What follows belongs to an exercise in optimizing a design on an open flow for a short achievable clock period and few clock cycles; a production flow would make more cautious choices. Only simulation tests tie the RTL to the original design; equivalence was not proved. Power figures rest on the tool's default switching activity, not on a simulated workload.

===== config.mk =====
export PLATFORM = sky130hd
export DESIGN_NAME = dpt_rx_engine
export DESIGN_NICKNAME = dpt_rx_engine
export VERILOG_FILES = /design/flow/design.v
export SDC_FILE = /design/flow/constraint.sdc
export NUM_CORES = 4
export LEC_CHECK = 0
export ABC_CLOCK_PERIOD_IN_PS = 2500
export CAP_MARGIN = 20
export CORE_MARGIN = 2
export CORE_UTILIZATION = 55
export PLACE_DENSITY = 0.68
export SETUP_SLACK_MARGIN = 5.0
export SLEW_MARGIN = 20

===== design.v =====
module dpt_rx_scan_step (
    input  wire       have,
    input  wire [7:0] b,
    input  wire       f16, f68, f10, fa2, fdc, fe5, fff, flead,
    input  wire [1:0] mode,
    input  wire [9:0] sp, cp, ep, f16p,
    input  wire [7:0] lead, b1,
    input  wire       t68, tdc, te5,
    input  wire [8:0] total, rem,
    input  wire       r0, r1, r2,         
    input  wire       rem_unk,
    input  wire       k1, k2, k3,         
    input  wire       bad, f16v,
    output reg  [1:0] mode_n,
    output reg  [9:0] cp_n, ep_n, f16p_n,
    output reg  [7:0] lead_n, b1_n,
    output reg        t68_n, tdc_n, te5_n,
    output reg  [8:0] total_n, rem_n,
    output reg        r0_n, r1_n, r2_n,
    output reg        rem_unk_n,
    output reg        k1_n, k2_n, k3_n,
    output reg        bad_n, f16v_n,
    output reg        found,         
    output reg        fail,          
    output reg        back,          
    output reg        spawn          
);
    localparam [1:0] M_SEEK = 2'd0, M_CAND = 2'd1, M_DISC = 2'd2;
    wire rc0 = !rem_unk && r0;
    wire rc1 = !rem_unk && r1;
    wire rc2 = !rem_unk && r2;
    wire chk16   = te5 ? rc0 : tdc ? rc1 : (rc1 || rc2);
    wire bad_now = bad || (chk16 && !f16) || (t68 && k3 && !f68) || (rem_unk && fff);
    wire rem3    = (rem == 9'd3);
    always @(*) begin
        mode_n = mode; cp_n = cp; ep_n = ep; f16p_n = f16p;
        lead_n = lead; b1_n = b1; t68_n = t68; tdc_n = tdc; te5_n = te5;
        total_n = total; rem_n = rem; r0_n = r0; r1_n = r1; r2_n = r2;
        rem_unk_n = rem_unk; k1_n = k1; k2_n = k2; k3_n = k3;
        bad_n = bad; f16v_n = f16v;
        found = 1'b0; fail = 1'b0; back = 1'b0; spawn = 1'b0;
        if (have) begin
            case (mode)
                M_SEEK: begin
                    if (flead) begin
                        mode_n = M_CAND;
                        cp_n = sp;
                        lead_n = b;
                        t68_n = f68; tdc_n = fdc; te5_n = fe5;
                        rem_unk_n = f68;
                        k1_n = 1'b1; k2_n = 1'b0; k3_n = 1'b0;
                        bad_n = 1'b0;
                        f16v_n = 1'b0;
                        total_n = f10 ? 9'd6 : fa2 ? 9'd14 : fdc ? 9'd3 : 9'd1;
                        rem_n   = f10 ? 9'd5 : fa2 ? 9'd13 : fdc ? 9'd2 : 9'd0;
                        r0_n = fe5; r1_n = 1'b0; r2_n = fdc;
                        ep_n    = sp + (f10 ? 10'd7 : fa2 ? 10'd15 : fdc ? 10'd4 : 10'd2);
                    end
                end
                M_CAND: begin
                    if (rc0) begin
                        mode_n = M_SEEK;
                        if (!bad_now) begin
                            found = 1'b1;
                        end else begin
                            fail = 1'b1;
                            if (f16v) begin
                                back = 1'b1;
                            end else if (!f16) begin
                                mode_n = M_DISC;
                            end
                        end
                    end else begin
                        spawn = f16 && !f16v;
                        if (k1) b1_n = b;
                        if (k2 && t68) ep_n = cp + {1'b0, total} + 10'd1;
                        k1_n = 1'b0; k2_n = k1; k3_n = k2;
                        bad_n = bad_now;
                        f16v_n = f16v || f16;
                        if (!f16v) f16p_n = sp + 10'd1;    
                        rem_unk_n = 1'b0;
                        if (rem_unk) begin
                            rem_n = {1'b0, b} + 9'd4;
                            r0_n = 1'b0; r1_n = 1'b0; r2_n = 1'b0;
                            total_n = 9'd6 + {1'b0, b};
                        end else begin
                            rem_n = rem - 9'd1;
                            r0_n = r1; r1_n = r2; r2_n = rem3;
                        end
                    end
                end
                default: begin   
                    if (f16) mode_n = M_SEEK;
                end
            endcase
        end
    end
endmodule
module dpt_rx_engine (
    input  wire        clk,
    input  wire        rst,
    input  wire        in_valid,
    output wire        in_ready,
    input  wire [1:0]  in_op,
    input  wire [31:0] in_data,
    output wire        ram_we,
    output wire [9:0]  ram_waddr,
    output wire [7:0]  ram_wdata,
    output wire [9:0]  ram_raddr,
    input  wire [7:0]  ram_rdata,
    output wire        mem_we,
    output wire [31:0] mem_addr,
    output wire [7:0]  mem_wdata,
    output wire        resp_valid,
    output wire [31:0] resp_value,
    output wire [9:0]  rxq_size,
    output wire [7:0]  idle_count,
    output reg  [31:0] cnt_rx,
    output reg  [31:0] cnt_overrun,
    output reg  [31:0] cnt_buserr
);
    localparam [7:0] TERM = 8'h16;
    localparam [1:0] M_SEEK = 2'd0,    
                     M_CAND = 2'd1,    
                     M_DISC = 2'd2;    
    localparam QW = 4;                 
    reg        rdy;
    reg [9:0]  head, tail, size;
    reg [7:0]  idle_cnt;
    reg        sem, busy, pend;
    reg [31:0] rx_addr;
    reg        pb_v;
    reg [9:0]  pb_pos;
    reg [7:0]  pb_d;
    reg        pl_v;
    reg        pb_16, pb_68, pb_10, pb_a2, pb_dc, pb_e5, pb_ff, pb_lead;
    reg [9:0]  raddr;
    reg [9:0]  fp;                   
    reg        rf1;                  
    reg        rf2;                  
    reg        lost;                 
    reg        q_v;                  
    reg [7:0]  q_d;
    reg        q_16, q_68, q_10, q_a2, q_dc, q_e5, q_ff, q_lead;
    reg        live;                 
    reg [9:0]  sp;                   
    reg        mb;                   
    reg        s_park;               
    reg [9:0]  s_rp;                 
    reg        a_v;
    reg [1:0]  a_mode;
    reg [9:0]  a_cp, a_ep, a_f16p;
    reg [7:0]  a_lead, a_b1;
    reg        a_t68, a_tdc, a_te5;
    reg [8:0]  a_total, a_rem;
    reg        a_r0, a_r1, a_r2, a_rem_unk, a_k1, a_k2, a_k3, a_bad, a_f16v;
    reg        b_v;
    reg [1:0]  b_mode;
    reg [9:0]  b_cp, b_ep, b_f16p;
    reg [7:0]  b_lead, b_b1;
    reg        b_t68, b_tdc, b_te5;
    reg [8:0]  b_total, b_rem;
    reg        b_r0, b_r1, b_r2, b_rem_unk, b_k1, b_k2, b_k3, b_bad, b_f16v;
    reg [9:0]  fq_p2   [0:(1<<QW)-1];
    reg [9:0]  fq_ep   [0:(1<<QW)-1];
    reg [7:0]  fq_lead [0:(1<<QW)-1];
    reg [7:0]  fq_b1   [0:(1<<QW)-1];
    reg [8:0]  fq_tot  [0:(1<<QW)-1];
    reg        fq_t1   [0:(1<<QW)-1];
    reg [QW:0] q_rd, q_uc, q_wr;
    reg        q_stall;              
    reg        q_tight;              
    reg        ev_mf;                
    reg        ev_sf;                
    reg        ev_take;              
    reg        ev_drop;              
    reg [9:0]  sn_p2, sn_ep, ss_p2, ss_ep;
    reg [7:0]  sn_lead, sn_b1, ss_lead, ss_b1;
    reg [8:0]  sn_tot, ss_tot;
    reg        sn_t1, ss_t1;
    reg        dl;                   
    reg [9:0]  d_ep;                 
    reg        copying;
    reg        c_r;                  
    reg        c_d;                  
    reg        c_b1v;                
    reg [7:0]  c_b1;
    reg [9:0]  c_ptr, c_end;
    reg [8:0]  w_left;
    reg [8:0]  c_tot;
    reg        mem_we_r;
    reg [31:0] mem_addr_r;
    reg [7:0]  mem_wdata_r;
    reg        resp_v;
    reg [31:0] resp_val;
    assign in_ready   = rdy;
    assign ram_we     = pb_v;
    assign ram_waddr  = pb_pos;
    assign ram_wdata  = pb_d;
    assign ram_raddr  = raddr;
    assign mem_we     = mem_we_r;
    assign mem_addr   = mem_addr_r;
    assign mem_wdata  = mem_wdata_r;
    assign resp_valid = resp_v;
    assign resp_value = resp_val;
    assign rxq_size   = size;
    assign idle_count = idle_cnt;
    wire       have = pl_v || q_v;
    wire [7:0] b    = pl_v ? pb_d : q_d;
    wire f16  = pb_16  || q_16;
    wire f68  = pb_68  || q_68;
    wire f10  = pb_10  || q_10;
    wire fa2  = pb_a2  || q_a2;
    wire fdc  = pb_dc  || q_dc;
    wire fe5  = pb_e5  || q_e5;
    wire fff  = pb_ff  || q_ff;
    wire flead = pb_lead || q_lead;
    wire        q_nfull   = q_tight;
    wire        q_nfull_u = q_stall;
    wire        qu        = (q_uc != q_rd);       
    wire        qpend     = ev_mf || ev_sf || ev_take || ev_drop;
    wire step = have && !q_nfull_u;
    wire [1:0] an_mode;
    wire [9:0] an_cp, an_ep, an_f16p;
    wire [7:0] an_lead, an_b1;
    wire       an_t68, an_tdc, an_te5, an_r0, an_r1, an_r2, an_rem_unk, an_k1, an_k2, an_k3;
    wire       an_bad, an_f16v;
    wire [8:0] an_total, an_rem;
    wire       a_found, a_fail, a_back, a_spawn;
    dpt_rx_scan_step u_a (
        .have(step && (!mb || (a_v && !s_park))), .b(b),
        .f16(f16), .f68(f68), .f10(f10), .fa2(fa2), .fdc(fdc), .fe5(fe5), .fff(fff), .flead(flead),
        .mode(a_mode), .sp(sp), .cp(a_cp), .ep(a_ep), .f16p(a_f16p), .lead(a_lead), .b1(a_b1),
        .t68(a_t68), .tdc(a_tdc), .te5(a_te5), .total(a_total), .rem(a_rem),
        .r0(a_r0), .r1(a_r1), .r2(a_r2), .rem_unk(a_rem_unk), .k1(a_k1), .k2(a_k2), .k3(a_k3),
        .bad(a_bad), .f16v(a_f16v),
        .mode_n(an_mode), .cp_n(an_cp), .ep_n(an_ep), .f16p_n(an_f16p),
        .lead_n(an_lead), .b1_n(an_b1), .t68_n(an_t68), .tdc_n(an_tdc), .te5_n(an_te5),
        .total_n(an_total), .rem_n(an_rem), .r0_n(an_r0), .r1_n(an_r1), .r2_n(an_r2),
        .rem_unk_n(an_rem_unk), .k1_n(an_k1), .k2_n(an_k2), .k3_n(an_k3),
        .bad_n(an_bad), .f16v_n(an_f16v),
        .found(a_found), .fail(a_fail), .back(a_back), .spawn(a_spawn)
    );
    wire [1:0] bn_mode;
    wire [9:0] bn_cp, bn_ep, bn_f16p;
    wire [7:0] bn_lead, bn_b1;
    wire       bn_t68, bn_tdc, bn_te5, bn_r0, bn_r1, bn_r2, bn_rem_unk, bn_k1, bn_k2, bn_k3;
    wire       bn_bad, bn_f16v;
    wire [8:0] bn_total, bn_rem;
    wire       b_found, b_fail, b_back, b_spawn;
    dpt_rx_scan_step u_b (
        .have(step && (mb || (b_v && !s_park))), .b(b),
        .f16(f16), .f68(f68), .f10(f10), .fa2(fa2), .fdc(fdc), .fe5(fe5), .fff(fff), .flead(flead),
        .mode(b_mode), .sp(sp), .cp(b_cp), .ep(b_ep), .f16p(b_f16p), .lead(b_lead), .b1(b_b1),
        .t68(b_t68), .tdc(b_tdc), .te5(b_te5), .total(b_total), .rem(b_rem),
        .r0(b_r0), .r1(b_r1), .r2(b_r2), .rem_unk(b_rem_unk), .k1(b_k1), .k2(b_k2), .k3(b_k3),
        .bad(b_bad), .f16v(b_f16v),
        .mode_n(bn_mode), .cp_n(bn_cp), .ep_n(bn_ep), .f16p_n(bn_f16p),
        .lead_n(bn_lead), .b1_n(bn_b1), .t68_n(bn_t68), .tdc_n(bn_tdc), .te5_n(bn_te5),
        .total_n(bn_total), .rem_n(bn_rem), .r0_n(bn_r0), .r1_n(bn_r1), .r2_n(bn_r2),
        .rem_unk_n(bn_rem_unk), .k1_n(bn_k1), .k2_n(bn_k2), .k3_n(bn_k3),
        .bad_n(bn_bad), .f16v_n(bn_f16v),
        .found(b_found), .fail(b_fail), .back(b_back), .spawn(b_spawn)
    );
    wire       s_v     = mb ? a_v : b_v;              
    wire       m_found = mb ? b_found : a_found;
    wire       m_fail  = mb ? b_fail  : a_fail;
    wire       m_back  = mb ? b_back  : a_back;
    wire       m_spawn = mb ? b_spawn : a_spawn;
    wire       n_found = mb ? a_found : b_found;
    wire       n_fail  = mb ? a_fail  : b_fail;
    wire       n_back  = mb ? a_back  : b_back;
    wire [1:0] m_mode  = mb ? b_mode  : a_mode;
    wire [9:0] m_cp    = mb ? b_cp    : a_cp;
    wire [9:0] m_ep    = mb ? b_ep    : a_ep;
    wire [9:0] m_f16p  = mb ? b_f16p  : a_f16p;
    wire [7:0] m_lead  = mb ? b_lead  : a_lead;
    wire [7:0] m_b1    = mb ? b_b1    : a_b1;
    wire [8:0] m_total = mb ? b_total : a_total;
    wire       m_r0    = mb ? b_r0    : a_r0;
    wire       m_te5   = mb ? b_te5   : a_te5;
    wire       m_r1    = mb ? b_r1    : a_r1;
    wire       m_rem_unk = mb ? b_rem_unk : a_rem_unk;
    wire       m_bad   = mb ? b_bad   : a_bad;
    wire s_act   = s_v && !s_park;
    wire s_found = s_act && n_found && !m_found;   
    wire s_drop  = s_found && q_nfull;
    wire n_bk    = s_act && n_fail && n_back;
    wire park    = step && n_bk && !m_found && !m_fail;
    wire [9:0] s_f16p = mb ? a_f16p : b_f16p;
    wire [9:0] pk_pos  = s_park ? s_rp : s_f16p;
    wire use_park = s_v && (s_park || n_bk);
    wire take    = step && m_fail && s_act && !n_back && !s_drop;
    wire conv    = step && m_fail && use_park;
    wire redirect = step && m_fail && m_back && !take;
    wire s_kill  = step && (m_found || (m_fail && !take) || s_drop);
    wire acc   = in_valid && rdy;
    wire op_b  = (in_op == 2'd0);
    wire op_e  = (in_op == 2'd1);
    wire op_i  = (in_op == 2'd2);
    wire op_r  = (in_op == 2'd3);
    wire idle_zero = (idle_cnt == 8'd0);
    wire full  = (size == 10'd1023);
    wire addr_nz = |in_data;
    wire push   = acc && (op_b || (op_i && idle_zero));
    wire inj    = acc && op_i && idle_zero;
    wire pushed = push && !full;
    wire trig_w = acc && (op_e || (op_i && idle_zero)) && busy;
    wire trig_r = acc && op_r && !busy && sem;
    wire e2a = (m_mode == M_SEEK) && pl_v && pb_e5;
    wire e2b = (m_mode == M_CAND) && pl_v && !m_rem_unk && m_r1 && !m_bad && pb_16;
    wire e2c = (m_mode == M_CAND) && live && !pb_v && !m_rem_unk && m_r0 && !m_bad;
    wire e2  = !qu && !qpend && (e2a || e2b || e2c);
    wire eager_f = trig_w && qu;
    wire eager_2 = trig_w && op_i && !full && e2;
    wire lazy    = (trig_w && !eager_f && !eager_2) || trig_r;
    wire [QW-1:0] qh = q_rd[QW-1:0];
    wire [9:0] s_p2_d  = qu ? fq_p2[qh]   : m_cp + 10'd2;
    wire [9:0] s_ep_d  = qu ? fq_ep[qh]   : e2a ? pb_pos + 10'd2 : m_ep;
    wire [7:0] s_lead_d= qu ? fq_lead[qh] : e2a ? 8'hE5 : m_lead;
    wire [7:0] s_b1_d  = qu ? fq_b1[qh]   : m_b1;
    wire [8:0] s_tot_d = qu ? fq_tot[qh]  : e2a ? 9'd1 : m_total;
    wire       s_t1_d  = qu ? fq_t1[qh]   : e2a || m_te5;    
    wire settled   = live && !pb_v && !qpend;       
    reg  settled_q;                                 
    reg  [9:0] wt_size;                             
    wire pend_x    = pend && !busy;                 
    wire pend_f    = pend && busy && qu;
    wire pend_wait = pend && busy && !qu && settled && settled_q;
    wire deliver   = eager_f || eager_2 || pend_f;
    wire [9:0] wt   = (m_mode == M_CAND) ? m_cp : head;     
    wire [9:0] first  = s_p2_d;
    wire [9:0] c_nx    = c_ptr + 10'd1;
    wire [9:0] c_nx2   = c_ptr + 10'd2;
    wire       copy_rd = copying && (c_nx2 != c_end);
    wire [9:0] sp_inc  = sp + 10'd1;
    wire [9:0] rd_pos  = use_park ? pk_pos  : m_f16p;
    wire [9:0] fp_inc  = fp + 10'd1;
    wire       at_head  = (sp == head);
    wire       at_head1 = (sp_inc == head);
    wire       fp_head  = (fp == head);
    wire [9:0] sp_n    = redirect ? rd_pos : step ? sp_inc : sp;
    wire live_n = !redirect && (live ? (step || !pb_v) : ((step && at_head1) || at_head));
    wire restart = (live && !live_n) || redirect || (!live && have && !step) || lost;
    wire s_issue = !live_n && !copying && !restart && !fp_head;
    wire qg = rf2 && !restart && !live_n;
    wire pg = pushed && (live_n || eager_2);
    wire [9:0] fp_next = restart ? sp_n : ((copying || fp_head) ? fp : fp_inc);
    always @(posedge clk) begin
        pb_pos  <= head;
        pb_d    <= op_b ? in_data[7:0] : TERM;
        q_d  <= ram_rdata;
        if (acc && op_r && !busy) rx_addr <= in_data;
        if (park) s_rp <= s_f16p;
        if (step) begin
            a_cp <= an_cp; a_ep <= an_ep; a_lead <= an_lead; a_b1 <= an_b1;
            a_t68 <= an_t68; a_tdc <= an_tdc; a_te5 <= an_te5; a_total <= an_total;
            a_rem <= an_rem; a_r0 <= an_r0; a_r1 <= an_r1; a_r2 <= an_r2;
            a_rem_unk <= an_rem_unk; a_k1 <= an_k1; a_k2 <= an_k2; a_k3 <= an_k3;
            a_bad <= an_bad; a_f16v <= an_f16v; a_f16p <= an_f16p;
            b_cp <= bn_cp; b_ep <= bn_ep; b_lead <= bn_lead; b_b1 <= bn_b1;
            b_t68 <= bn_t68; b_tdc <= bn_tdc; b_te5 <= bn_te5; b_total <= bn_total;
            b_rem <= bn_rem; b_r0 <= bn_r0; b_r1 <= bn_r1; b_r2 <= bn_r2;
            b_rem_unk <= bn_rem_unk; b_k1 <= bn_k1; b_k2 <= bn_k2; b_k3 <= bn_k3;
            b_bad <= bn_bad; b_f16v <= bn_f16v; b_f16p <= bn_f16p;
        end
        sn_p2 <= m_cp + 10'd2; sn_ep <= m_ep;
        sn_lead <= m_lead; sn_b1 <= m_b1; sn_tot <= m_total; sn_t1 <= m_te5;
        ss_p2 <= (mb ? a_cp : b_cp) + 10'd2; ss_ep <= mb ? a_ep : b_ep;
        ss_lead <= mb ? a_lead : b_lead; ss_b1 <= mb ? a_b1 : b_b1;
        ss_tot <= mb ? a_total : b_total; ss_t1 <= mb ? a_te5 : b_te5;
        if (ev_mf) begin
            fq_p2[q_uc[QW-1:0]] <= sn_p2; fq_ep[q_uc[QW-1:0]] <= sn_ep;
            fq_lead[q_uc[QW-1:0]] <= sn_lead; fq_b1[q_uc[QW-1:0]] <= sn_b1;
            fq_tot[q_uc[QW-1:0]] <= sn_tot; fq_t1[q_uc[QW-1:0]] <= sn_t1;
        end else if (ev_sf) begin
            fq_p2[q_wr[QW-1:0]] <= ss_p2; fq_ep[q_wr[QW-1:0]] <= ss_ep;
            fq_lead[q_wr[QW-1:0]] <= ss_lead; fq_b1[q_wr[QW-1:0]] <= ss_b1;
            fq_tot[q_wr[QW-1:0]] <= ss_tot; fq_t1[q_wr[QW-1:0]] <= ss_t1;
        end
        d_ep <= s_ep_d;
        wt_size <= (m_mode != M_CAND) ? 10'd0 : mb ? head - b_cp : head - a_cp;
        mem_addr_r  <= copying ? mem_addr_r + 32'd1 : rx_addr;
        mem_wdata_r <= !copying ? s_lead_d : c_b1v ? c_b1 : ram_rdata;
        resp_val    <= (acc && op_r && !addr_nz) ? ~in_data :
                       {23'd0, copying ? c_tot : s_tot_d};
        if (!copying) begin
            c_tot       <= s_tot_d;
            w_left      <= s_tot_d;
            c_b1        <= s_b1_d;
            c_end       <= s_ep_d;
            c_ptr       <= s_p2_d;
        end else begin
            if (c_b1v || c_d) w_left <= w_left - 9'd1;
            if (copy_rd) c_ptr <= c_nx;
        end
        if (deliver)       raddr <= first;
        else if (copy_rd)  raddr <= c_nx;
        else               raddr <= fp;
        fp <= fp_next;
    end
    always @(posedge clk) begin
        if (rst) begin
            rdy <= 1'b1;
            head <= 10'd0; tail <= 10'd0; size <= 10'd0;
            idle_cnt <= 8'd0;
            sem <= 1'b0; busy <= 1'b0; pend <= 1'b0; dl <= 1'b0;
            cnt_rx <= 32'd0; cnt_overrun <= 32'd0; cnt_buserr <= 32'd0;
            pb_v <= 1'b0;
            rf1 <= 1'b0; rf2 <= 1'b0; q_v <= 1'b0; lost <= 1'b0; pl_v <= 1'b0;
            {pb_16, pb_68, pb_10, pb_a2, pb_dc, pb_e5, pb_ff, pb_lead} <= 8'd0;
            {q_16, q_68, q_10, q_a2, q_dc, q_e5, q_ff, q_lead} <= 8'd0;
            live <= 1'b1; sp <= 10'd0; mb <= 1'b0; s_park <= 1'b0;
            a_v <= 1'b0; a_mode <= M_SEEK; b_v <= 1'b0; b_mode <= M_SEEK;
            q_rd <= 0; q_uc <= 0; q_wr <= 0; q_stall <= 1'b0; q_tight <= 1'b0;
            ev_mf <= 1'b0; ev_sf <= 1'b0; ev_take <= 1'b0; ev_drop <= 1'b0;
            settled_q <= 1'b0;
            copying <= 1'b0; c_r <= 1'b0; c_d <= 1'b0; c_b1v <= 1'b0;
            mem_we_r <= 1'b0; resp_v <= 1'b0;
        end else begin
            if (acc && op_b) cnt_rx <= cnt_rx + 32'd1;
            if (acc && op_e) cnt_buserr <= cnt_buserr + 32'd1;
            if (push && full) cnt_overrun <= cnt_overrun + 32'd1;
            if (acc && (op_b || op_e)) idle_cnt <= 8'd0;
            else if (acc && op_i && idle_cnt != 8'd255) idle_cnt <= idle_cnt + 8'd1;
            pb_v <= pushed;
            if (pushed) head <= head + 10'd1;
            if (trig_w) sem <= 1'b0;
            else if (acc && (op_e || (op_i && idle_zero))) sem <= 1'b1;
            if (acc && op_r && addr_nz && !busy) busy <= 1'b1;
            live <= live_n;
            sp   <= sp_n;
            if (step) begin
                a_mode <= an_mode;
                b_mode <= bn_mode;
                if (mb) begin
                    if (take)          a_v <= 1'b1;
                    else if (m_spawn) begin a_v <= 1'b1; a_mode <= M_SEEK; end
                    else if (s_kill)   a_v <= 1'b0;
                    if (take)          b_v <= 1'b0;
                end else begin
                    if (take)          b_v <= 1'b1;
                    else if (m_spawn) begin b_v <= 1'b1; b_mode <= M_SEEK; end
                    else if (s_kill)   b_v <= 1'b0;
                    if (take)          a_v <= 1'b0;
                end
                if (take) mb <= !mb;
                if (take || m_spawn || s_kill) s_park <= 1'b0;
                else if (park) s_park <= 1'b1;
            end
            ev_mf   <= step && m_found;
            ev_sf   <= step && s_found && !s_drop && !eager_2;
            ev_take <= take || conv;
            ev_drop <= step && ((m_fail && !take && !use_park) || s_drop);
            begin : queue_update
                reg [QW:0] rd_n, uc_n, wr_n, n_u, n_a;
                rd_n = q_rd; uc_n = q_uc; wr_n = q_wr;
                if (deliver && qu) rd_n = q_rd + 1'b1;
                if (ev_mf) begin
                    uc_n = q_uc + 1'b1;
                    wr_n = q_uc + 1'b1;
                end else if (ev_sf) begin
                    wr_n = q_wr + 1'b1;
                    if (ev_take) uc_n = q_wr + 1'b1;
                end else if (ev_take) begin
                    uc_n = q_wr;
                end else if (ev_drop) begin
                    wr_n = q_uc;
                end
                n_u = uc_n - q_rd;
                n_a = wr_n - q_rd;
                if (eager_2) wr_n = uc_n;
                q_rd <= rd_n; q_uc <= uc_n; q_wr <= wr_n;
                q_stall <= (n_u >= (1 << QW) - 1);
                q_tight <= (n_a >= (1 << QW) - 2);
            end
            if (lazy) begin
                pend <= 1'b1;
                rdy  <= 1'b0;
            end
            dl <= deliver;
            settled_q <= settled;
            if (pend_x) begin
                pend <= 1'b0;
                rdy  <= 1'b1;
            end
            if (pend_wait) begin
                pend <= 1'b0;
                rdy  <= 1'b1;
                sem  <= 1'b0;
                tail <= wt;
                size <= wt_size;
                if (m_mode == M_DISC) begin
                    if (mb) b_mode <= M_SEEK; else a_mode <= M_SEEK;
                end
            end else if (dl) begin
                tail <= d_ep;
                size <= head - d_ep;
            end else begin
                size <= pushed ? size + 10'd1 : size;
            end
            if (eager_2) begin
                if (mb) begin b_mode <= M_SEEK; a_v <= 1'b0; end
                else    begin a_mode <= M_SEEK; b_v <= 1'b0; end
                sp   <= head;
                live <= 1'b1;
            end
            rf1  <= s_issue && !deliver && !copy_rd;
            lost <= s_issue && (deliver || copy_rd);
            rf2  <= rf1 && !restart;
            q_v  <= qg;
            q_16 <= qg && (ram_rdata == TERM);
            q_68 <= qg && (ram_rdata == 8'h68);
            q_10 <= qg && (ram_rdata == 8'h10);
            q_a2 <= qg && (ram_rdata == 8'hA2);
            q_dc <= qg && (ram_rdata == 8'hDC);
            q_e5 <= qg && (ram_rdata == 8'hE5);
            q_ff <= qg && (ram_rdata == 8'hFF);
            q_lead <= qg && ((ram_rdata == 8'h10) || (ram_rdata == 8'h68) || (ram_rdata == 8'hA2) ||
                             (ram_rdata == 8'hDC) || (ram_rdata == 8'hE5));
            pl_v    <= pg;
            pb_16   <= pg && (op_b ? (in_data[7:0] == TERM) : 1'b1);
            pb_68   <= pg && op_b && (in_data[7:0] == 8'h68);
            pb_10   <= pg && op_b && (in_data[7:0] == 8'h10);
            pb_a2   <= pg && op_b && (in_data[7:0] == 8'hA2);
            pb_dc   <= pg && op_b && (in_data[7:0] == 8'hDC);
            pb_e5   <= pg && op_b && (in_data[7:0] == 8'hE5);
            pb_ff   <= pg && op_b && (in_data[7:0] == 8'hFF);
            pb_lead <= pg && op_b && ((in_data[7:0] == 8'h10) || (in_data[7:0] == 8'h68) ||
                                      (in_data[7:0] == 8'hA2) || (in_data[7:0] == 8'hDC) ||
                                      (in_data[7:0] == 8'hE5));
            c_d  <= c_r;
            mem_we_r <= 1'b0;
            resp_v   <= 1'b0;
            if (deliver) begin
                busy     <= 1'b0;
                pend     <= 1'b0;
                sem      <= 1'b0;
                rdy      <= 1'b0;
                copying  <= !s_t1_d;
                mem_we_r <= 1'b1;
                resp_v   <= s_t1_d;
                c_b1v    <= !s_t1_d;
                c_r      <= !s_t1_d;
            end else begin
                c_b1v <= 1'b0;
                c_r   <= copy_rd;
                if (c_b1v || c_d) begin
                    mem_we_r <= 1'b1;
                    if (w_left == 9'd2) begin
                        resp_v  <= 1'b1;
                        copying <= 1'b0;
                    end
                end
                if (acc && op_r && !addr_nz) resp_v <= 1'b1;
            end
            if (resp_v && !rdy && !pend) rdy <= 1'b1;
        end
    end
endmodule

===== flow/run.sh =====
#!/bin/bash
# Standard ORFS flow (the standard.sh), with the resizer free to change a
# cell's footprint while it repairs timing, and aiming for more setup slack.
set -o pipefail
bash standard.sh MATCH_CELL_FOOTPRINT=0 SETUP_SLACK_MARGIN=5.8 finish > standard.log 2>&1

===== constraint.sdc =====
create_clock -name core_clock -period 8.0 [get_ports {clk}]
set_input_delay 1.6000 -clock core_clock [delete_from_list [all_inputs] [get_ports {clk}]]
set_output_delay 1.6000 -clock core_clock [all_outputs]
set_load 0.01 [all_outputs]

===== standard.sh =====
#!/bin/bash
# synth_recipe.tcl (not shown) runs the flow's synth.tcl, then flattens the netlist and writes it again
# the make line also repeats each setting of config.mk as NAME=value (left out here)
make -C /OpenROAD-flow-scripts/flow DESIGN_CONFIG=/design/flow/config.mk WORK_HOME=/design/flow/orfs CLKGATE_MAP_FILE= SYNTH_SCRIPT=/design/flow/synth_recipe.tcl "${@:-finish}"

==> results of run 1 <==
## power by group through the flow
stage / clock network, mW / logic (mW) / registers (mW)
floorplan: 0 / 0.227 / 8.01
finish: 7.02 / 0.564 / 7.93
CTS: 6.98 / 0.497 / 7.91
global placement: 0 / 0.410 / 8.08
global route: 7.31 / 0.591 / 7.92
detailed placement: 0 / 0.415 / 8.08
## critical path: stages, from the launching register on
cell and delay [ns]:
dfxtp_4 0.42, buf_4 0.18, nand4_1 0.35, nor3_4 0.61
or4b_4 0.26, nor3b_4 0.06, and3_4 0.22, buf_12 0.14
buf_12 0.13, or3_4 0.39, a2111oi_4 0.20
## metrics by stage
step                cells    util  hold WS [ns]  area, um^2
finish               6646  0.7698        0.4564       82070
global route         6643  0.7698        0.4594       82060
CTS                  6441  0.7253        0.4326       77320
detailed placement   5667  0.5995        0.4356       63910
global placement     5661  0.5983        0.4281       63770
floorplan            4140       -        0.3290       60280
## layout make-up
| type | instances | area [um^2] |
|---|---|---|
| Sequential cell | 1408 | 38560 |
| Fill cell | 5779 | 24530 |
| Multi-Input combinational cell | 2433 | 23780 |
| Timing Repair Buffer | 1018 | 12620 |
| Clock buffer | 196 | 4135 |
| Tap cell | 1403 | 1755 |
| Clock inverter | 76 | 768.2 |
| Inverter | 109 | 434.2 |
| Antenna cell | 3 | 7.507 |
## registers in the layout, indices dropped and copies added, names as in the netlist, 16 cells and up, named ones only
signal / flops
fq_ep: 160
fq_p2: 160
fq_tot: 144
fq_b1: 128
fq_lead: 128
cnt_buserr: 32
cnt_overrun: 32
cnt_rx: 32
mem_addr_r: 32
resp_val: 32
rx_addr: 32
fq_t1: 16
## path summary, 6_finish.rpt
kind | to | slack [ns] | depth (start not counted)
max | sem | 4.92 | 10
min | pb_pos[0] | 0.46 | 0
max reg2reg | sem | 4.92 | 10
min reg2reg | pb_pos[0] | 0.46 | 0
## placed cells by master (no fill, tap or decap), drive strengths merged, types with 95 or more instances in the layout
cell	instances
edfxtp	977
buf	911
dfxtp	431
nor2	361
clkbuf	276
nand2	233
mux4	230
a21oi	182
xor2	152
xnor2	152
mux2	146
inv	116
o21ai	111
nand3	95
## repair_timing
action / 4_1_cts / 5_1_grt
pin swaps: 211 / 186
resized for setup: 1932 / 536
setup endpoints to repair: 2318 / 1467
cloned: 72 / 56
buffers inserted: 430 / 146
## logic make-up (layout without fill, tap and decap cells)
logic type               count (synthesis)  count (layout)  share of synthesized area
buffers and inverters                  313            1399                    0.02132
AO/OA/AOI/OAI                          509             514                    0.05475
multiplexers                           438             438                     0.1266
XOR/XNOR                               304             304                    0.04519
AND/OR/NAND/NOR                       1086            1095                    0.08941
adder cells (fa/ha/maj)                 82              82                    0.01831
flip-flops                            1408            1408                     0.6444
other                                    0               3                          0
## per-layer routing
metal | part of all wire | wire length, um
met2 | 0.46 | 98480
met5 | 0.000079 | 17
met4 | 0.078 | 16880
met1 | 0.35 | 74920
met3 | 0.12 | 26080
==> results.ini, run 1 <==
[status]
outcome=timing/DRC/antenna clean

[layout]
layout.nets=5243
syn_to_final_growth_pct=39.30
layout-drive-gt1-share=0.4687

[grt]
grt_pass1_vias=40100
overflow=0
top_usage_layer=met2
antenna_found_initial=7
grt_max_degree=66
use_met3=0.07167
grt_use_met2=0.5296
grt_util_met1=0.4510
grt_pass1_wl_um=271400
grtUsageTotal=0.3388

[setup_path]
critical_path_peak_fanout=8
rr_startpoint=size[7]
cp_data_arrival_time_ns=3.76
crit_required_ns=8.68
crit_type=flop to flop
endpoint_kind=flop
start_kind=flop
startpoint=size[7]

[power]
finalPower_mw=15.52
p_per_area_nw_per_um2=189.1
power.switching_mw=3.444
p_int_mw=12.08
sw_frac_of_total=0.2219
total_leakage_power_nw=29.08
p_clk_frac=0.453
combPwrFrac=0.036
worst_ir_drop_vdd_mv=0.1735
seq_power_share=0.511

[drt]
wl_per_cell_um=32.56
drc=0
drt-initial-drc-count=5638
viasPerCell=6.498
dr.pass1.iters=6
final_antenna_net_count=0
wirelength_um=216400
num_vias=43190

[logic_synthesis]
synth-edff-count=977
synth_fp_nets=4267
netlist_instances=4140
yosys_warnings=2
ys.flop_type=edfxtp_1
avgSynthCellArea_um2=14.23
synth_seq_cells=1408
netlist.area_leader.share=0.4980
synthArstFlopShare=0
synth_cell_types=94
synthMostInstantiatedCell=edfxtp_1
yosys-top-cells-count=977 x edfxtp_1, 431 x dfxtp_1, 359 x nor2_1
yosysSeqAreaShare=0.6444
synth_area_leaders=edfxtp_1 50%, dfxtp_1 15%, mux4_2 8.8%
synth_area_um2=58910
yosysTopAreaCell=edfxtp_1

[floorplan]
start_util=0.5527
rows=120
dieArea_um2=109800
core_um2=106600
die_h_um=331.3
pin_count=263
dieWidth_um=331.3

[sta]
rsz0062_at_grt=true
min_period_ns=3.079
hold_violations=0
skew_ns=0.02863
period_share=0.3849
fmax_ghz=0.3248
worst_slack_ns=4.921
finalSetupViolations=0
slew_headroom=0.2864
tightest_slew_ns=1.069
drv_slew=0
setup_tns_ns=0

[clock_network]
ctsHoldBuffers=0
cts_made_buffers=146
cts.sinks=1408
clk-insertion-delay-late_ns=0.78
cts_tree=built
path_clk_slew_ns=0.07
cts_buffer_depth=3
h-tree-depth=4
root_buffer=clkbuf_16

[job]
cap_violations=0

[worst_hold_path]
min_from=head[0]
hp-class=flop to flop

[placed_design]
portBuffers=262
hpwl_um=99250
gp_congestion=0.9351
dpl_worst_slack_ns=2.883

Testbench counts, summed over its fixed seeds: cycles 110,992.
==> run 2, diff against run 1 <==
--- a/design.v
+++ b/design.v
@@ -11,6 +11,7 @@
     input  wire       rem_unk,
     input  wire       k1, k2, k3,         
     input  wire       bad, f16v,
+    input  wire       c0, n16, n68, nff,
     output reg  [1:0] mode_n,
     output reg  [9:0] cp_n, ep_n, f16p_n,
     output reg  [7:0] lead_n, b1_n,
@@ -20,17 +21,14 @@
     output reg        rem_unk_n,
     output reg        k1_n, k2_n, k3_n,
     output reg        bad_n, f16v_n,
+    output reg        c0_n, n16_n, n68_n, nff_n,
     output reg        found,         
     output reg        fail,          
     output reg        back,          
     output reg        spawn          
 );
     localparam [1:0] M_SEEK = 2'd0, M_CAND = 2'd1, M_DISC = 2'd2;
-    wire rc0 = !rem_unk && r0;
-    wire rc1 = !rem_unk && r1;
-    wire rc2 = !rem_unk && r2;
-    wire chk16   = te5 ? rc0 : tdc ? rc1 : (rc1 || rc2);
-    wire bad_now = bad || (chk16 && !f16) || (t68 && k3 && !f68) || (rem_unk && fff);
+    wire bad_now = bad || (n16 && !f16) || (n68 && !f68) || (nff && fff);
     wire rem3    = (rem == 9'd3);
     always @(*) begin
         mode_n = mode; cp_n = cp; ep_n = ep; f16p_n = f16p;
@@ -38,6 +36,7 @@
         total_n = total; rem_n = rem; r0_n = r0; r1_n = r1; r2_n = r2;
         rem_unk_n = rem_unk; k1_n = k1; k2_n = k2; k3_n = k3;
         bad_n = bad; f16v_n = f16v;
+        c0_n = c0; n16_n = n16; n68_n = n68; nff_n = nff;
         found = 1'b0; fail = 1'b0; back = 1'b0; spawn = 1'b0;
         if (have) begin
             case (mode)
@@ -54,12 +53,14 @@
                         total_n = f10 ? 9'd6 : fa2 ? 9'd14 : fdc ? 9'd3 : 9'd1;
                         rem_n   = f10 ? 9'd5 : fa2 ? 9'd13 : fdc ? 9'd2 : 9'd0;
                         r0_n = fe5; r1_n = 1'b0; r2_n = fdc;
+                        c0_n = fe5; n16_n = fe5; n68_n = 1'b0; nff_n = f68;
                         ep_n    = sp + (f10 ? 10'd7 : fa2 ? 10'd15 : fdc ? 10'd4 : 10'd2);
                     end
                 end
                 M_CAND: begin
-                    if (rc0) begin
+                    if (c0) begin
                         mode_n = M_SEEK;
+                        c0_n = 1'b0; n16_n = 1'b0; n68_n = 1'b0; nff_n = 1'b0;
                         if (!bad_now) begin
                             found = 1'b1;
                         end else begin
@@ -75,6 +76,10 @@
                         if (k1) b1_n = b;
                         if (k2 && t68) ep_n = cp + {1'b0, total} + 10'd1;
                         k1_n = 1'b0; k2_n = k1; k3_n = k2;
+                        c0_n  = !rem_unk && r1;
+                        n16_n = !rem_unk && (tdc ? r2 : (r2 || rem3));
+                        n68_n = t68 && k2;
+                        nff_n = 1'b0;
                         bad_n = bad_now;
                         f16v_n = f16v || f16;
                         if (!f16v) f16p_n = sp + 10'd1;    
@@ -154,6 +159,7 @@
     reg        a_t68, a_tdc, a_te5;
     reg [8:0]  a_total, a_rem;
     reg        a_r0, a_r1, a_r2, a_rem_unk, a_k1, a_k2, a_k3, a_bad, a_f16v;
+    reg        a_c0, a_n16, a_n68, a_nff;
     reg        b_v;
     reg [1:0]  b_mode;
     reg [9:0]  b_cp, b_ep, b_f16p;
@@ -161,6 +167,7 @@
     reg        b_t68, b_tdc, b_te5;
     reg [8:0]  b_total, b_rem;
     reg        b_r0, b_r1, b_r2, b_rem_unk, b_k1, b_k2, b_k3, b_bad, b_f16v;
+    reg        b_c0, b_n16, b_n68, b_nff;
     reg [9:0]  fq_p2   [0:(1<<QW)-1];
     reg [9:0]  fq_ep   [0:(1<<QW)-1];
     reg [7:0]  fq_lead [0:(1<<QW)-1];
@@ -225,6 +232,7 @@
     wire [7:0] an_lead, an_b1;
     wire       an_t68, an_tdc, an_te5, an_r0, an_r1, an_r2, an_rem_unk, an_k1, an_k2, an_k3;
     wire       an_bad, an_f16v;
+    wire       an_c0, an_n16, an_n68, an_nff;
     wire [8:0] an_total, an_rem;
     wire       a_found, a_fail, a_back, a_spawn;
     dpt_rx_scan_step u_a (
@@ -234,11 +242,13 @@
         .t68(a_t68), .tdc(a_tdc), .te5(a_te5), .total(a_total), .rem(a_rem),
         .r0(a_r0), .r1(a_r1), .r2(a_r2), .rem_unk(a_rem_unk), .k1(a_k1), .k2(a_k2), .k3(a_k3),
         .bad(a_bad), .f16v(a_f16v),
+        .c0(a_c0), .n16(a_n16), .n68(a_n68), .nff(a_nff),
         .mode_n(an_mode), .cp_n(an_cp), .ep_n(an_ep), .f16p_n(an_f16p),
         .lead_n(an_lead), .b1_n(an_b1), .t68_n(an_t68), .tdc_n(an_tdc), .te5_n(an_te5),
         .total_n(an_total), .rem_n(an_rem), .r0_n(an_r0), .r1_n(an_r1), .r2_n(an_r2),
         .rem_unk_n(an_rem_unk), .k1_n(an_k1), .k2_n(an_k2), .k3_n(an_k3),
         .bad_n(an_bad), .f16v_n(an_f16v),
+        .c0_n(an_c0), .n16_n(an_n16), .n68_n(an_n68), .nff_n(an_nff),
         .found(a_found), .fail(a_fail), .back(a_back), .spawn(a_spawn)
     );
     wire [1:0] bn_mode;
@@ -246,6 +256,7 @@
     wire [7:0] bn_lead, bn_b1;
     wire       bn_t68, bn_tdc, bn_te5, bn_r0, bn_r1, bn_r2, bn_rem_unk, bn_k1, bn_k2, bn_k3;
     wire       bn_bad, bn_f16v;
+    wire       bn_c0, bn_n16, bn_n68, bn_nff;
     wire [8:0] bn_total, bn_rem;
     wire       b_found, b_fail, b_back, b_spawn;
     dpt_rx_scan_step u_b (
@@ -255,11 +266,13 @@
         .t68(b_t68), .tdc(b_tdc), .te5(b_te5), .total(b_total), .rem(b_rem),
         .r0(b_r0), .r1(b_r1), .r2(b_r2), .rem_unk(b_rem_unk), .k1(b_k1), .k2(b_k2), .k3(b_k3),
         .bad(b_bad), .f16v(b_f16v),
+        .c0(b_c0), .n16(b_n16), .n68(b_n68), .nff(b_nff),
         .mode_n(bn_mode), .cp_n(bn_cp), .ep_n(bn_ep), .f16p_n(bn_f16p),
         .lead_n(bn_lead), .b1_n(bn_b1), .t68_n(bn_t68), .tdc_n(bn_tdc), .te5_n(bn_te5),
         .total_n(bn_total), .rem_n(bn_rem), .r0_n(bn_r0), .r1_n(bn_r1), .r2_n(bn_r2),
         .rem_unk_n(bn_rem_unk), .k1_n(bn_k1), .k2_n(bn_k2), .k3_n(bn_k3),
         .bad_n(bn_bad), .f16v_n(bn_f16v),
+        .c0_n(bn_c0), .n16_n(bn_n16), .n68_n(bn_n68), .nff_n(bn_nff),
         .found(b_found), .fail(b_fail), .back(b_back), .spawn(b_spawn)
     );
     wire       s_v     = mb ? a_v : b_v;              
@@ -322,11 +335,10 @@
     wire [8:0] s_tot_d = qu ? fq_tot[qh]  : e2a ? 9'd1 : m_total;
     wire       s_t1_d  = qu ? fq_t1[qh]   : e2a || m_te5;    
     wire settled   = live && !pb_v && !qpend;       
-    reg  settled_q;                                 
-    reg  [9:0] wt_size;                             
+    wire [9:0] wt_size = (m_mode != M_CAND) ? 10'd0 : mb ? head - b_cp : head - a_cp;
     wire pend_x    = pend && !busy;                 
     wire pend_f    = pend && busy && qu;
-    wire pend_wait = pend && busy && !qu && settled && settled_q;
+    wire pend_wait = pend && busy && !qu && settled;
     wire deliver   = eager_f || eager_2 || pend_f;
     wire [9:0] wt   = (m_mode == M_CAND) ? m_cp : head;     
     wire [9:0] first  = s_p2_d;
@@ -379,7 +391,6 @@
             fq_tot[q_wr[QW-1:0]] <= ss_tot; fq_t1[q_wr[QW-1:0]] <= ss_t1;
         end
         d_ep <= s_ep_d;
-        wt_size <= (m_mode != M_CAND) ? 10'd0 : mb ? head - b_cp : head - a_cp;
         mem_addr_r  <= copying ? mem_addr_r + 32'd1 : rx_addr;
         mem_wdata_r <= !copying ? s_lead_d : c_b1v ? c_b1 : ram_rdata;
         resp_val    <= (acc && op_r && !addr_nz) ? ~in_data :
@@ -412,9 +423,9 @@
             {q_16, q_68, q_10, q_a2, q_dc, q_e5, q_ff, q_lead} <= 8'd0;
             live <= 1'b1; sp <= 10'd0; mb <= 1'b0; s_park <= 1'b0;
             a_v <= 1'b0; a_mode <= M_SEEK; b_v <= 1'b0; b_mode <= M_SEEK;
+            {a_c0, a_n16, a_n68, a_nff} <= 4'd0; {b_c0, b_n16, b_n68, b_nff} <= 4'd0;
             q_rd <= 0; q_uc <= 0; q_wr <= 0; q_stall <= 1'b0; q_tight <= 1'b0;
             ev_mf <= 1'b0; ev_sf <= 1'b0; ev_take <= 1'b0; ev_drop <= 1'b0;
-            settled_q <= 1'b0;
             copying <= 1'b0; c_r <= 1'b0; c_d <= 1'b0; c_b1v <= 1'b0;
             mem_we_r <= 1'b0; resp_v <= 1'b0;
         end else begin
@@ -433,14 +444,20 @@
             if (step) begin
                 a_mode <= an_mode;
                 b_mode <= bn_mode;
+                {a_c0, a_n16, a_n68, a_nff} <= {an_c0, an_n16, an_n68, an_nff};
+                {b_c0, b_n16, b_n68, b_nff} <= {bn_c0, bn_n16, bn_n68, bn_nff};
                 if (mb) begin
                     if (take)          a_v <= 1'b1;
-                    else if (m_spawn) begin a_v <= 1'b1; a_mode <= M_SEEK; end
+                    else if (m_spawn) begin
+                        a_v <= 1'b1; a_mode <= M_SEEK; {a_c0, a_n16, a_n68, a_nff} <= 4'd0;
+                    end
                     else if (s_kill)   a_v <= 1'b0;
                     if (take)          b_v <= 1'b0;
                 end else begin
                     if (take)          b_v <= 1'b1;
-                    else if (m_spawn) begin b_v <= 1'b1; b_mode <= M_SEEK; end
+                    else if (m_spawn) begin
+                        b_v <= 1'b1; b_mode <= M_SEEK; {b_c0, b_n16, b_n68, b_nff} <= 4'd0;
+                    end
                     else if (s_kill)   b_v <= 1'b0;
                     if (take)          a_v <= 1'b0;
                 end
@@ -479,7 +496,6 @@
                 rdy  <= 1'b0;
             end
             dl <= deliver;
-            settled_q <= settled;
             if (pend_x) begin
                 pend <= 1'b0;
                 rdy  <= 1'b1;
@@ -500,8 +516,11 @@
                 size <= pushed ? size + 10'd1 : size;
             end
             if (eager_2) begin
-                if (mb) begin b_mode <= M_SEEK; a_v <= 1'b0; end
-                else    begin a_mode <= M_SEEK; b_v <= 1'b0; end
+                if (mb) begin
+                    b_mode <= M_SEEK; a_v <= 1'b0; {b_c0, b_n16, b_n68, b_nff} <= 4'd0;
+                end else begin
+                    a_mode <= M_SEEK; b_v <= 1'b0; {a_c0, a_n16, a_n68, a_nff} <= 4'd0;
+                end
                 sp   <= head;
                 live <= 1'b1;
             end
==> flow/run.sh (replaced) <==
#!/bin/bash
# Standard ORFS flow (the standard.sh), with the resizer free to change a
# cell's footprint while it repairs timing, and aiming for more setup slack.
set -o pipefail
bash standard.sh MATCH_CELL_FOOTPRINT=0 SETUP_SLACK_MARGIN=5.5 finish > standard.log 2>&1
--- a/config.mk
+++ b/config.mk
@@ -8,7 +8,7 @@
 export ABC_CLOCK_PERIOD_IN_PS = 2500
 export CAP_MARGIN = 20
 export CORE_MARGIN = 2
-export CORE_UTILIZATION = 55
-export PLACE_DENSITY = 0.68
+export CORE_UTILIZATION = 40
+export PLACE_DENSITY = 0.6
 export SETUP_SLACK_MARGIN = 5.0
 export SLEW_MARGIN = 20
==> results.ini, run 2 <==
[power]
seq_power_share=0.514
total_leakage_power_nw=27.87
p_clk_frac=0.450
sw_frac_of_total=0.2206
p_per_area_nw_per_um2=195.4
combPwrFrac=0.036
power.switching_mw=3.396
worst_ir_drop_vdd_mv=0.1495
p_int_mw=12.00

[setup_path]
reg2reg_slack_ns=5.10
crit_required_ns=8.65
critical_path_peak_fanout=5
cp_data_arrival_time_ns=3.64
crit_type=primary input to flop
r2r_cells=11
endpoint_kind=flop
rr_startpoint=mb
start_kind=primary input

[clock_network]
root_buffer=clkbuf_16
cts_tree=built
cts_made_buffers=149
path_clk_slew_ns=0.06
cts.sinks=1403
ctsHoldBuffers=0
cts_buffer_depth=3
clk-insertion-delay-late_ns=0.80
h-tree-depth=4

[status]
outcome=timing/DRC/antenna clean

[drt]
wl_per_cell_um=26.04
drc=0
wirelength_um=184900
num_vias=39830
final_antenna_net_count=0
dr.pass1.iters=6
drt-initial-drc-count=4076
viasPerCell=5.609

[floorplan]
start_util=0.4022
core_um2=147500
dieWidth_um=389.1
dieArea_um2=151400
rows=141
die_h_um=389.1
pin_count=263

[logic_synthesis]
synth_cell_types=89
synth_fp_nets=4355
yosysSeqAreaShare=0.6381
synth-adder-area-share=0.01818
yosys-top-cells-count=975 x edfxtp_1, 428 x dfxtp_1, 374 x nor2_1
synthArstFlopShare=0
muxShareOfSynthArea=0.1299
synth-edff-count=975
synth_area_um2=59310
synth_xor_area_frac=0.04518
avgSynthCellArea_um2=14.03
synthSimpleGateAreaFrac=0.09319
synth_seq_cells=1403
yosysTopAreaCell=edfxtp_1
netlist.area_leader.share=0.4936
synth_compound_area_frac=0.05539
ys.flop_type=edfxtp_1
netlist_instances=4228
synthMostInstantiatedCell=edfxtp_1
synth_top_family_by_area=multiplexers
synth_area_leaders=edfxtp_1 49%, dfxtp_1 14%, mux4_2 8.7%
yosys_warnings=2

[layout]
final_common_cell=edfxtp_1
final_cells=7100
syn_to_final_growth_pct=32.82
layout.nets=5170
layout_common_cells=975 x edfxtp_1, 379 x buf_4, 313 x nor2_1
layout-drive-gt1-share=0.4162

[sta]
hold_ws_ns=0.4448
tightest_slew_ns=1.069
fmax_ghz=0.3344
setup_tns_ns=0
worst_slack_ns=5.010
rsz0062_at_grt=true
min_period_ns=2.990
drv_slew=0
hold_violations=0
finalSetupViolations=0
period_share=0.3738
slew_headroom=0.2849
skew_ns=0.01972

[worst_hold_path]
min_from=rx_addr[0]
holdPathEnd=mem_addr_r[0]
worstHoldPathCells=2
hp-class=flop to flop

[placed_design]
hpwl_um=105500
gp_congestion=0.9164
dp.cells=6267
dpl_worst_slack_ns=3.096
portBuffers=262

[grt]
overflow=0
grt_pass1_vias=38310
grt_max_degree=72
grtUsageTotal=0.2360
grt_pass1_wl_um=262200
antenna_found_initial=3

[job]
cap_violations=0

run 2: changes by cell type after synthesis, moves of 16 or more:
cell / before / now
o21ai_0: 107 / 144
nand2_1: 232 / 255
mux2i_1: 61 / 77
xor2_1: 152 / 173
xnor2_1: 152 / 133
inv_1: 107 / 87
run 2: kinds of logic (layout without fill, tap and decap cells):
| family | Yosys count | count (layout) |
|---|---|---|
| DFF | 1403 | 1403 |
| xor gates and xnor gates | 306 | 306 |
| AOI/OAI and AO/OA | 531 | 535 |
| adders and majority gates | 82 | 82 |
| other | 0 | 2 |
| buffers and inverters | 301 | 1226 |
| and+or+nand+nor | 1142 | 1153 |
| muxes | 463 | 463 |
run 2: cell type report:
type	count	area, um^2
fillers	11900	68700
flip-flops and latches	1403	38430
multi-input cells	2539	23400
repair buffers	861	9275
clock buffers	205	4174
well taps	1930	2415
clock inverters	71	733.2
inverters	89	352.8
diodes	2	5.005
run 2: how the worst max path moves through the flow:
stage,from,endpoint,cells after the start
after floorplan,in_op[0],cnt_overrun[24],9
after global placement,in_op[0],size[2],8
after detailed placement,in_op[0],size[2],8
after CTS,pb_pos[0],ram_waddr[0],1
after global routing,in_op[0],flop,10
final,in_op[0],flop,10
run 2: routing by layer:
metal  global-route usage  part of all wire  vias up
met5                    0          0.000070        -
met3              0.04173             0.074      277
met2               0.3823              0.48     1570
li1                     -                 -    17640
met1               0.3215              0.42    20340
met4              0.07886             0.030        2
run 2: what timing repair did:
action | 4_1_cts | 5_1_grt
resized for setup | 1725 | 397
cloned | 43 | 8
buffers inserted | 345 | 159
pin swaps | 122 | 162
endpoints found under the setup margin | 2183 | 950
run 2: critical path: stages:
cell,delay (ns)
buf_6,0.10
buf_12,0.13
and4b_2,0.37
a31oi_4,0.16
nor3_2,0.28
buf_6,0.19
buf_4,0.14
o21ai_4,0.11
o21ai_0,0.45
a21oi_4,0.10
run 2: power groups by stage:
| stage | Combinational, mW | Sequential (mW) | Clock (mW) |
|---|---|---|---|
| 2_1_floorplan | 0.244 | 7.98 | 0 |
| 3_3_place_gp | 0.430 | 8.06 | 0 |
| 3_5_place_dp | 0.437 | 8.06 | 0 |
| 4_1_cts | 0.510 | 7.90 | 7.06 |
| 5_1_grt | 0.597 | 7.90 | 7.33 |
| 6_report | 0.556 | 7.91 | 6.93 |
run 2: through the flow:
step	util	instance area (um^2)	power, mW
after floorplan	-	60140	8.226
after global placement	0.4380	64610	8.495
after detailed placement	0.4381	64610	8.499
after CTS	0.5126	75610	15.47
after global routing	0.5342	78780	15.83
final	0.5342	78780	15.40
Testbench counts of run 2, summed over its fixed seeds: cycles 110,819.
==> run 3, diff against run 2 <==
--- a/design.v
+++ b/design.v
@@ -181,6 +181,7 @@
     reg        ev_sf;                
     reg        ev_take;              
     reg        ev_drop;              
+    reg        e2_skip;              
     reg [9:0]  sn_p2, sn_ep, ss_p2, ss_ep;
     reg [7:0]  sn_lead, sn_b1, ss_lead, ss_b1;
     reg [8:0]  sn_tot, ss_tot;
@@ -323,7 +324,7 @@
     wire e2a = (m_mode == M_SEEK) && pl_v && pb_e5;
     wire e2b = (m_mode == M_CAND) && pl_v && !m_rem_unk && m_r1 && !m_bad && pb_16;
     wire e2c = (m_mode == M_CAND) && live && !pb_v && !m_rem_unk && m_r0 && !m_bad;
-    wire e2  = !qu && !qpend && (e2a || e2b || e2c);
+    wire e2  = !qu && !qpend && !e2_skip && (e2a || e2b || e2c);
     wire eager_f = trig_w && qu;
     wire eager_2 = trig_w && op_i && !full && e2;
     wire lazy    = (trig_w && !eager_f && !eager_2) || trig_r;
@@ -334,7 +335,7 @@
     wire [7:0] s_b1_d  = qu ? fq_b1[qh]   : m_b1;
     wire [8:0] s_tot_d = qu ? fq_tot[qh]  : e2a ? 9'd1 : m_total;
     wire       s_t1_d  = qu ? fq_t1[qh]   : e2a || m_te5;    
-    wire settled   = live && !pb_v && !qpend;       
+    wire settled   = live && !pb_v && !qpend && !e2_skip;   
     wire [9:0] wt_size = (m_mode != M_CAND) ? 10'd0 : mb ? head - b_cp : head - a_cp;
     wire pend_x    = pend && !busy;                 
     wire pend_f    = pend && busy && qu;
@@ -356,7 +357,7 @@
     wire restart = (live && !live_n) || redirect || (!live && have && !step) || lost;
     wire s_issue = !live_n && !copying && !restart && !fp_head;
     wire qg = rf2 && !restart && !live_n;
-    wire pg = pushed && (live_n || eager_2);
+    wire pg = pushed && live_n;
     wire [9:0] fp_next = restart ? sp_n : ((copying || fp_head) ? fp : fp_inc);
     always @(posedge clk) begin
         pb_pos  <= head;
@@ -426,6 +427,7 @@
             {a_c0, a_n16, a_n68, a_nff} <= 4'd0; {b_c0, b_n16, b_n68, b_nff} <= 4'd0;
             q_rd <= 0; q_uc <= 0; q_wr <= 0; q_stall <= 1'b0; q_tight <= 1'b0;
             ev_mf <= 1'b0; ev_sf <= 1'b0; ev_take <= 1'b0; ev_drop <= 1'b0;
+            e2_skip <= 1'b0;
             copying <= 1'b0; c_r <= 1'b0; c_d <= 1'b0; c_b1v <= 1'b0;
             mem_we_r <= 1'b0; resp_v <= 1'b0;
         end else begin
@@ -465,10 +467,11 @@
                 if (take || m_spawn || s_kill) s_park <= 1'b0;
                 else if (park) s_park <= 1'b1;
             end
-            ev_mf   <= step && m_found;
-            ev_sf   <= step && s_found && !s_drop && !eager_2;
+            ev_mf   <= step && m_found && !e2_skip;
+            ev_sf   <= step && s_found && !s_drop;
             ev_take <= take || conv;
-            ev_drop <= step && ((m_fail && !take && !use_park) || s_drop);
+            ev_drop <= step && ((m_fail && !take && !use_park) || s_drop ||
+                                (m_found && e2_skip));
             begin : queue_update
                 reg [QW:0] rd_n, uc_n, wr_n, n_u, n_a;
                 rd_n = q_rd; uc_n = q_uc; wr_n = q_wr;
@@ -486,7 +489,6 @@
                 end
                 n_u = uc_n - q_rd;
                 n_a = wr_n - q_rd;
-                if (eager_2) wr_n = uc_n;
                 q_rd <= rd_n; q_uc <= uc_n; q_wr <= wr_n;
                 q_stall <= (n_u >= (1 << QW) - 1);
                 q_tight <= (n_a >= (1 << QW) - 2);
@@ -515,15 +517,8 @@
             end else begin
                 size <= pushed ? size + 10'd1 : size;
             end
-            if (eager_2) begin
-                if (mb) begin
-                    b_mode <= M_SEEK; a_v <= 1'b0; {b_c0, b_n16, b_n68, b_nff} <= 4'd0;
-                end else begin
-                    a_mode <= M_SEEK; b_v <= 1'b0; {a_c0, a_n16, a_n68, a_nff} <= 4'd0;
-                end
-                sp   <= head;
-                live <= 1'b1;
-            end
+            if (eager_2) e2_skip <= 1'b1;
+            else if (step && m_found) e2_skip <= 1'b0;
             rf1  <= s_issue && !deliver && !copy_rd;
             lost <= s_issue && (deliver || copy_rd);
             rf2  <= rf1 && !restart;
==> results.ini, run 3 <==
[drt]
wl_per_cell_um=26.15
final_antenna_net_count=0
wirelength_um=183600
viasPerCell=5.679
dr.pass1.iters=6
drc=0
drt-initial-drc-count=3819
num_vias=39880

[floorplan]
rows=140
start_util=0.4042
die_h_um=388.2
dieArea_um2=150700
core_um2=146100
dieWidth_um=388.2
pin_count=263

[logic_synthesis]
synth_fp_nets=4347
netlist.area_leader.share=0.4959
synth_seq_cells=1404
yosysSeqAreaShare=0.6413
synth_area_leaders=edfxtp_1 50%, dfxtp_1 15%, mux4_2 8.5%
synthMostInstantiatedCell=edfxtp_1
synth_cell_types=88
yosys_warnings=2
synth-edff-count=975
synth_area_um2=59040
synthArstFlopShare=0
ys.flop_type=edfxtp_1
yosysTopAreaCell=edfxtp_1
netlist_instances=4220
avgSynthCellArea_um2=13.99
yosys-top-cells-count=975 x edfxtp_1, 429 x dfxtp_1, 396 x nor2_1

[clock_network]
path_clk_slew_ns=0.06
cts.sinks=1404
cts_tree=built
cts_made_buffers=151
h-tree-depth=4
cts_buffer_depth=3
root_buffer=clkbuf_16
clk-insertion-delay-late_ns=0.78

[worst_hold_path]
hp-class=flop to flop

[grt]
overflow=0
grtUsageTotal=0.2371
grt_pass1_wl_um=263600
grt_pass1_vias=38270
antenna_found_initial=5
grt_max_degree=93

[setup_path]
critical_path_peak_fanout=2
start_kind=flop
crit_type=flop to output port
crit_required_ns=6.40
endpoint_kind=output port
cp_data_arrival_time_ns=1.33
crit_chain=buf_6
critPathBufInv=1
max_stage_delay_ns=0.42
critPathTopFamily=flip-flops
crit_slowest_cell=dfxtp_4

[placed_design]
portBuffers=262
gp_congestion=0.9001
hpwl_um=107200
dp.cells=6259
placed_area_um2=64280
dpl_worst_slack_ns=2.838

[power]
worst_ir_drop_vdd_mv=0.1681
p_int_mw=12.15
p_per_area_nw_per_um2=201.1
finalPower_mw=15.55
total_leakage_power_nw=27.24
power.switching_mw=3.400
seq_power_share=0.509
p_clk_frac=0.455
combPwrFrac=0.036
sw_frac_of_total=0.2186

[status]
outcome=timing/DRC/antenna clean

[sta]
rsz0062_at_grt=true
period_share=0.3661
skew_ns=0.02459
finalSetupViolations=0
hold_violations=0
fmax_ghz=0.3415
drv_slew=0
tightest_slew_ns=1.137
slew_headroom=0.2407
worst_slack_ns=5.072
setup_tns_ns=0
min_period_ns=2.928
hold_ws_ns=0.4467

[layout]
layout.nets=5110
fill_cells=11880
syn_to_final_growth_pct=31.00
utilization=0.5295
final_cells=7022
finalInstanceArea_um2=77350
layout-drive-gt1-share=0.3973
final_common_cell=edfxtp_1
n_antenna_cell=0
layout_common_cells=975 x edfxtp_1, 376 x buf_4, 328 x nor2_1

[job]
cap_violations=0

run 3: cell count changes after synthesis, moves of 10 or more:
cell	before	now
nand2_1	255	227
nor4_1	54	31
nor2_1	374	396
mux2_2	155	137
xor2_1	173	155
inv_1	87	104
nand4_1	46	60
xnor2_1	133	144
buf_1	27	17
run 3: power by group through the flow:
| stage | logic (mW) | registers (mW) | clock network, mW |
|---|---|---|---|
| 2_1_floorplan | 0.237 | 7.99 | 0 |
| 3_3_place_gp | 0.425 | 8.08 | 0 |
| 3_5_place_dp | 0.429 | 8.08 | 0 |
| 4_1_cts | 0.509 | 7.91 | 7.18 |
| 5_1_grt | 0.593 | 7.91 | 7.47 |
| 6_report | 0.554 | 7.92 | 7.08 |
run 3: final timing paths:
kind              startpoint  cells past startpoint         endpoint  slack [ns]
setup / recovery     pb_d[1]                      1     ram_wdata[1]        5.07
hold / removal      c_tot[8]                      2         c_tot[8]        0.45
setup reg to reg     size[3]                      8  cnt_overrun[29]        5.25
hold reg to reg     c_tot[8]                      2         c_tot[8]        0.45
run 3: per-layer routing:
metal  share of wire  GRT usage  wire length, um  vias up
li1                -          -                -    17510
met1            0.41     0.3212            75990    20410
met2            0.47     0.3826            86420     1627
met3           0.074    0.03765            13500      336
met4           0.042    0.09346             7693        0
met5               0          0                0        -
run 3: area by class of cell:
| cell class | instances | area [um^2] | area share |
|---|---|---|---|
| clock buffers | 190 | 4098 | 0.05298 |
| well taps | 1917 | 2399 | 0.03101 |
| clock inverters | 85 | 897.1 | 0.01160 |
| repair buffers | 806 | 8383 | 0.1084 |
| multi-input cells | 2515 | 22690 | 0.2934 |
| flip-flops and latches | 1404 | 38460 | 0.4973 |
| inverters | 105 | 414.1 | 0.005354 |
run 3: cell families after synthesis:
family	Yosys count	synth area share
buf+inv	309	0.02068
flops	1404	0.6413
xor+xnor	299	0.04435
simple gates	1139	0.09390
fa+ha+maj	82	0.01827
compound gates	559	0.05897
mux	428	0.1225
run 3: repair_timing:
| action | CTS | global route |
|---|---|---|
| endpoints found under the hold margin | 0 | 0 |
| setup buffers | 335 | 112 |
| resized for setup | 1703 | 326 |
| endpoints found under the setup margin | 1960 | 902 |
| pin swaps | 121 | 146 |
| hold buffers | 0 | 0 |
| cloned | 33 | 8 |
Testbench counts of run 3, summed over its fixed seeds: cycles 110,819.

## what the ideal ports hide
No port has a modelled driver above. Below, the same layouts with a new extraction and two added sets of constraints. Step 1: set_driving_cell puts a clkbuf_16 on clk and a buf_2 on each other input, an assumption about the parent block. Step 2 times the ports against the registers' clock, not the clock port: input delays grow and output delays shrink by t, the midpoint of the rising clock arrivals with the driver on. Slacks: ideal / step 1 / step 2; pairs: ideal / step 1.
run | t (ns) | setup WS [ns] | worst data-port slew with drivers (ns) | cell pins on the clock port's net
run 1 | 0.837 | 4.921 / 4.921 / 4.219 | 0.13 | 1
run 2 | 0.873 | 5.010 / 4.976 / 4.153 | 0.09 | 1
run 3 | 0.850 | 5.072 / 4.993 / 4.369 | 0.13 | 1
After both steps every run listed still meets setup and hold. The setup slack of run 2, which loses most, moves by -0.034 ns with the drivers and by -0.857 ns with both steps.
